Context: an optimization exercise on an open-source flow, tuned for small area. The choices shown serve that exercise and are no tape-out recipe.

## jnr10_core
module jnr10_core (
    input  wire        clk,
    input  wire        rst,           
    output reg         mem_req,
    output reg         mem_we,
    output wire [15:0] mem_addr,
    output wire [7:0]  mem_wdata,
    input  wire        mem_ready,
    input  wire [7:0]  mem_rdata,
    output wire        halted,
    output wire        faulted,
    output wire [1:0]  fault_kind,    
    output wire [15:0] fault_info,
    input  wire [3:0]  dbg_sel,       
    output wire [15:0] dbg_data
);
    localparam OP_NOP   = 5'h00, OP_HALT = 5'h01, OP_MOV  = 5'h02, OP_LOAD = 5'h03,
               OP_STORE = 5'h04, OP_ADD  = 5'h05, OP_SUB  = 5'h06, OP_AND  = 5'h07,
               OP_OR    = 5'h08, OP_XOR  = 5'h09, OP_CMP  = 5'h0A, OP_SHL  = 5'h0B,
               OP_SHR   = 5'h0C, OP_JMP  = 5'h0D, OP_JZ   = 5'h0E, OP_JNZ  = 5'h0F,
               OP_JC    = 5'h10, OP_JNC  = 5'h11, OP_JN   = 5'h12, OP_CALL = 5'h13,
               OP_RET   = 5'h14, OP_PUSH = 5'h15, OP_POP  = 5'h16, OP_IN   = 5'h17,
               OP_OUT   = 5'h18;
    localparam S_FC    = 5'd0,  S_F0    = 5'd1,  S_F1    = 5'd2,  S_DEC  = 5'd3,
               S_X0    = 5'd4,  S_X1    = 5'd5,  S_E     = 5'd6,  S_IP0  = 5'd7,
               S_IP1   = 5'd8,  S_ACHK  = 5'd9,  S_ALU   = 5'd10, S_SHF  = 5'd11,
               S_WL0   = 5'd12, S_WL1   = 5'd13, S_WL2   = 5'd14, S_WL3  = 5'd15,
               S_PU5   = 5'd16, S_LD0   = 5'd17, S_LD1   = 5'd18, S_PO3  = 5'd19,
               S_MVT   = 5'd20, S_J1    = 5'd21, S_J2    = 5'd22,
               S_HALT  = 5'd24, S_FA    = 5'd25, S_FI    = 5'd26, S_FS   = 5'd27,
               S_INIT0 = 5'd29, S_INIT1 = 5'd30, S_INIT2 = 5'd31;
    localparam P_SP = 4'd8, P_PC = 4'd9, P_ZERO = 4'd11;
    localparam Y_K = 2'd0, Y_T = 2'd1, Y_NT = 2'd2;
    reg [15:0] r0, r1, r2, r3, r4, r5, r6, r7;
    reg [15:0] pc;
    reg [14:1] sp_r;
    wire [15:0] sp = {1'b0, sp_r, 1'b1};
    reg [3:0]  flags;            
    reg [4:0]  st;
    reg [15:0] ir;
    reg [15:0] t;
    reg [7:0]  b;
    wire [4:0] op   = ir[15:11];
    wire [2:0] mode = ir[10:8];
    wire [2:0] rd   = ir[7:5];
    wire [2:0] rs   = ir[4:2];
    assign halted     = (st == S_HALT);
    wire   stopped    = (st[4:2] == 3'b110);
    assign faulted    = stopped && (st[1:0] != 2'b00);
    assign fault_kind = st[1:0];
  ...
export LEC_CHECK = 0
export ABC_AREA = 1
export CAP_MARGIN = 20
export CORE_MARGIN = 2
export CORE_UTILIZATION = 40
export PLACE_DENSITY = 0.6
export SLEW_MARGIN = 20
create_clock -name core_clock -period 10.0 [get_ports {clk}]
standard.sh (not shown) runs the stock make flow with config.mk's settings and CLKGATE_MAP_FILE= SYNTH_SCRIPT=/design/flow/synth_recipe.tcl, a recipe that flattens the netlist after the stock synthesis.
==> flow/flow/run.sh <==
#!/bin/bash
# Standard ORFS layout, except that ABC maps with an area-oriented script
# (flow/area.abc) instead of abc_area.script. Each tool's output goes to
# standard.log.
set -e
here=$PWD
{
  head -n 1 synth_recipe.tcl
  cat <<'EOT'
proc abc {args} {
  set i [lsearch -exact $args -script]
  if {$i >= 0} { lset args [expr {$i + 1}] $::env(MY_ABC_SCRIPT) }
  yosys abc {*}$args
}
EOT
  tail -n +2 synth_recipe.tcl
} > my_synth.tcl
export MY_ABC_SCRIPT=$here/flow/area.abc
export BUFFER_PORTS_ARGS="-buffer_cell sky130_fd_sc_hd__buf_1"
bash standard.sh SYNTH_SCRIPT=$here/my_synth.tcl MATCH_CELL_FOOTPRINT=0 finish > standard.log 2>&1
==> flow/flow/area.abc <==
&get -n
&st
&dch
&nf -R 1000
&put
The first run completed without violations.
Then changed:
==> flow/run.sh (new file) <==
#!/bin/bash
# synth_recipe.tcl (not shown) runs the flow's synth.tcl, then flattens the netlist and writes it again
# the make line also repeats each setting of config.mk as NAME=value (left out here)
make -C /OpenROAD-flow-scripts/flow DESIGN_CONFIG=/design/flow/config.mk WORK_HOME=/design/flow/orfs CLKGATE_MAP_FILE= SYNTH_SCRIPT=/design/flow/synth_recipe.tcl finish
removed: flow/flow/run.sh
removed: flow/flow/area.abc
removed: flow/standard.sh
The changed run completed with no timing, DRC or antenna violations.
Setup slack improved by 0.12 ns.
Synthesized cell count rises by well over a third.
Area after synthesis rises by about a fifth.
Non-clock buffer count falls by 25.
Then changed:
==> flow/flow/run.sh (new file) <==
#!/bin/bash
# Standard ORFS layout, except that ABC maps with an area-oriented script
# (flow/area.abc) instead of abc_area.script. Each tool's output goes to
# standard.log.
set -e
here=$PWD
{
  head -n 1 synth_recipe.tcl
  cat <<'EOT'
proc abc {args} {
  set i [lsearch -exact $args -script]
  if {$i >= 0} { lset args [expr {$i + 1}] $::env(MY_ABC_SCRIPT) }
  yosys abc {*}$args
}
EOT
  tail -n +2 synth_recipe.tcl
} > my_synth.tcl
export MY_ABC_SCRIPT=$here/flow/area.abc
bash standard.sh SYNTH_SCRIPT=$here/my_synth.tcl finish > standard.log 2>&1
==> flow/flow/area.abc (new file) <==
&get -n
&st
&dch
&nf -R 1000
&put
==> flow/standard.sh (new file) <==
#!/bin/bash
# synth_recipe.tcl (not shown) runs the flow's synth.tcl, then flattens the netlist and writes it again
# the make line also repeats each setting of config.mk as NAME=value (left out here)
make -C /OpenROAD-flow-scripts/flow DESIGN_CONFIG=/design/flow/config.mk WORK_HOME=/design/flow/orfs CLKGATE_MAP_FILE= SYNTH_SCRIPT=/design/flow/synth_recipe.tcl "${@:-finish}"
CTS_BUF_LIST = sky130_fd_sc_hd__clkbuf_8   (was not set)
CTS_CLUSTER_SIZE = 20   (was not set)
removed: flow/run.sh
Result:
- setup slack got worse by 0.38 ns
- routed wire length goes down by 13%
- non-clock buffer count went up by 39
- core utilization went up by 2.6 points
- die area is lower by 15%
- worst hold slack degrades by 0.0077 ns
- cell area is lower by 10%
Then changed:
CTS_BUF_LIST = not set   (was sky130_fd_sc_hd__clkbuf_8)
CTS_CLUSTER_SIZE = not set   (was 20)
Sequential share of layout area falls by 0.68 points.
Final cell count falls by about 1.4%.
Utilization rises by 0.72 points.
Setup slack improves by 0.056 ns.
Via count falls by 0.99%.
Final area rises by about 1.5%.
Routed wire length falls by about 0.5%.
Synthesized cell count stays the same.
No functional check of the RTL was part of any run of this note.

==> separate check: timing with driven ports <==
In the flow no input, the clock included, has a driving cell. The finished layouts below were timed again as built, in two steps.
Step 1: set_driving_cell puts a clkbuf_16 on clk and a buf_2 on each other input, an assumption about the parent block.
Step 2 moves the port delays by t, midway between the first and last clock arrival at a register: inputs arrive t later, outputs are due t later. That takes back most of the time a late clock gives input paths.
Three values: ideal, step 1, step 2; two values: the first two.
run	t (ns)	setup WS [ns]	latest minus earliest clock arrival (ns)	worst data-port slew with drivers (ns)
the first run	0.579	0.694 / 0.640 / 0.983	0.028 / 0.028	0.03
the second run	0.582	0.815 / 0.766 / 1.275	0.033 / 0.032	0.04
the third run	0.575	0.433 / 0.388 / 0.464	0.023 / 0.024	0.04
the fourth run	0.581	0.488 / 0.455 / 0.460	0.011 / 0.012	0.04
After both steps every run listed still meets setup and hold. The setup slack of the fourth run, which loses most, moves by -0.033 ns with the drivers and by -0.028 ns with both steps.
